Background: an optimization exercise with open tools, aiming at small area and a short achievable clock period. Do not read the settings as production practice.
The RTL was checked by simulation tests, not by an equivalence proof against the original design.
Power figures rest on the tool's default switching activity, not on a simulated workload.

## green
## aux_rx_sync
module aux_rx_sync (
    input  wire        clk,
    input  wire        rst,           
    input  wire        arm,           
    input  wire [15:0] arm_t,
    input  wire        tick,          
    input  wire        rx_valid,      
    input  wire [7:0]  rx_data,
    output wire        rx_ready,
    output wire        rx_done,
    output wire [1:0]  rx_state,
    output wire [7:0]  cmd_status,
    output wire [8:0]  rx_cnt,
    output wire        rx_ovf,
    output wire        rx_prep,
    output wire [15:0] qrem,
    output wire [15:0] orem,
    output wire [7:0]  res_status,
    output wire [7:0]  res_src,
    output wire [7:0]  res_dst,
    output wire [7:0]  res_cmd,
    output wire [7:0]  res_len,
    output wire [7:0]  res_plen,
    input  wire        rd_sel,        
    input  wire [8:0]  rd_idx,
    output wire [7:0]  rd_byte
);
    localparam [15:0] Q_TICKS  = 16'd100;
    localparam [7:0]  SENTINEL = 8'h3B;
    localparam [8:0]  RX_CAP   = 9'd258;
    localparam [1:0] S_OFF = 2'd0, S_IDLE = 2'd1, S_COLL = 2'd2;
    localparam [7:0] ST_OK       = 8'h00;
    localparam [7:0] ST_SHORT    = 8'h01;
    localparam [7:0] ST_SIZE     = 8'h03;
    localparam [7:0] ST_CKSUM    = 8'h04;
    localparam [7:0] ST_NODATA   = 8'h06;
    localparam [7:0] ST_TIMEOUT  = 8'h07;
    localparam [7:0] ST_BADOPND  = 8'h0D;
    localparam [7:0] ST_BUSY     = 8'h0E;
    localparam [7:0] ST_NONE     = 8'hFF;
    localparam [2:0] RC_NONE     = 3'd2;       
    reg [1:0]  state_q;
    reg [1:0]  cmd_q;                  
    reg [8:0]  cnt_q;
    reg        ovf_q;
    reg        prep_q;
    reg [6:0]  qrem_q;                 
    reg [15:0] orem_q;
    reg [7:0]  sum_q;                  
    reg [2:0]  res_code_q;             
    wire busy      = (state_q == S_IDLE) || (state_q == S_COLL);
    wire arm_ok    = arm && (arm_t != 16'd0) && !busy;
    wire take      = !arm && rx_valid && busy;
    wire do_tick   = !arm && !take && tick;
    wire store     = take && (cnt_q != RX_CAP);
    wire [6:0]  qrem_dec = qrem_q - 7'd1;
    wire [15:0] orem_dec = orem_q - 16'd1;
    wire        q_last   = (qrem_q == 7'd1);
    wire        o_last   = (orem_q == 16'd1);
    wire tick_idle = do_tick && (state_q == S_IDLE);
    wire tick_coll = do_tick && (state_q == S_COLL);
  ...
Size in the first run: about 4,600 cells after synthesis, roughly 2,100 flip-flops.
export LEC_CHECK = 0
export CAP_MARGIN = 20
export CORE_MARGIN = 2
export CORE_UTILIZATION = 55
export CTS_BUF_LIST = sky130_fd_sc_hd__clkbuf_16
export CTS_CLUSTER_DIAMETER = 80
export CTS_CLUSTER_SIZE = 30
export PLACE_DENSITY = 0.7
export SETUP_SLACK_MARGIN = 4.5
export SLEW_MARGIN = 20
export SYNTH_HIERARCHICAL = 1
export SYNTH_MINIMUM_KEEP_SIZE = 0
export TNS_END_PERCENT = 5
create_clock -name core_clock -period 10.0 [get_ports {clk}]
run.sh (not shown) runs the stock make flow with config.mk's settings and CLKGATE_MAP_FILE= SYNTH_SCRIPT=/design/flow/synth_recipe.tcl, a recipe that flattens the netlist after the stock synthesis.
Input changes introduced in orange (baseline for comparison: green):
diff --git a/flow/config.mk b/flow/config.mk
--- a/flow/config.mk
+++ b/flow/config.mk
@@ -9,3 +9,3 @@
 export CORE_MARGIN = 2
-export CORE_UTILIZATION = 55
+export CORE_UTILIZATION = 65
 export CTS_BUF_LIST = sky130_fd_sc_hd__clkbuf_16
@@ -13,3 +13,3 @@
 export CTS_CLUSTER_SIZE = 30
-export PLACE_DENSITY = 0.7
+export PLACE_DENSITY = 0.75
 export SETUP_SLACK_MARGIN = 4.5
Findings:
- orange | stages: all done | timing, DRC, antenna: all pass
- Detailed route, orange vs green: via total lower for orange
- Looking only at depth of the critical timing path with buffers and inverters included, and setting everything else aside, the higher value of green and orange goes to green.
- Sequential fraction of design power up 0.7 points in orange wrt green
- For green, the last element of the critical path was rd_byte[4], unlike orange, where it was rd_byte[7].

[re-timing with driven ports]
How much do the figures lean on ideal ports? The routed layouts below were timed once more, with nothing changed but the port constraints. Step 1 (the two cells are an assumption about what drives the block):
set clk [get_ports {clk}]
set_driving_cell -lib_cell sky130_fd_sc_hd__clkbuf_16 $clk
set_driving_cell -lib_cell sky130_fd_sc_hd__buf_2 [delete_from_list [all_inputs] $clk]
Step 2 adds t to the input delays and takes it off the output delays; t is the mean of the earliest and latest rising clock arrival at the registers after step 1. Input paths then give back, and output paths get back, about the clock's delay inside the block. a / b / c = ideal ports / drivers / drivers and shift; a / b = the first two.
| run | shift t [ns] | setup WS [ns] | worst register clock-pin slew, ns |
|---|---|---|---|
| green | 0.828 | 2.643 / 2.578 / 2.578 | 0.12 / 0.12 |
| orange | 0.787 | 2.442 / 2.366 / 2.366 | 0.12 / 0.12 |
After both steps setup and hold are still met in every run listed. For orange, which loses most, drivers alone change the setup slack by -0.076 ns; drivers and shift together by -0.076 ns.
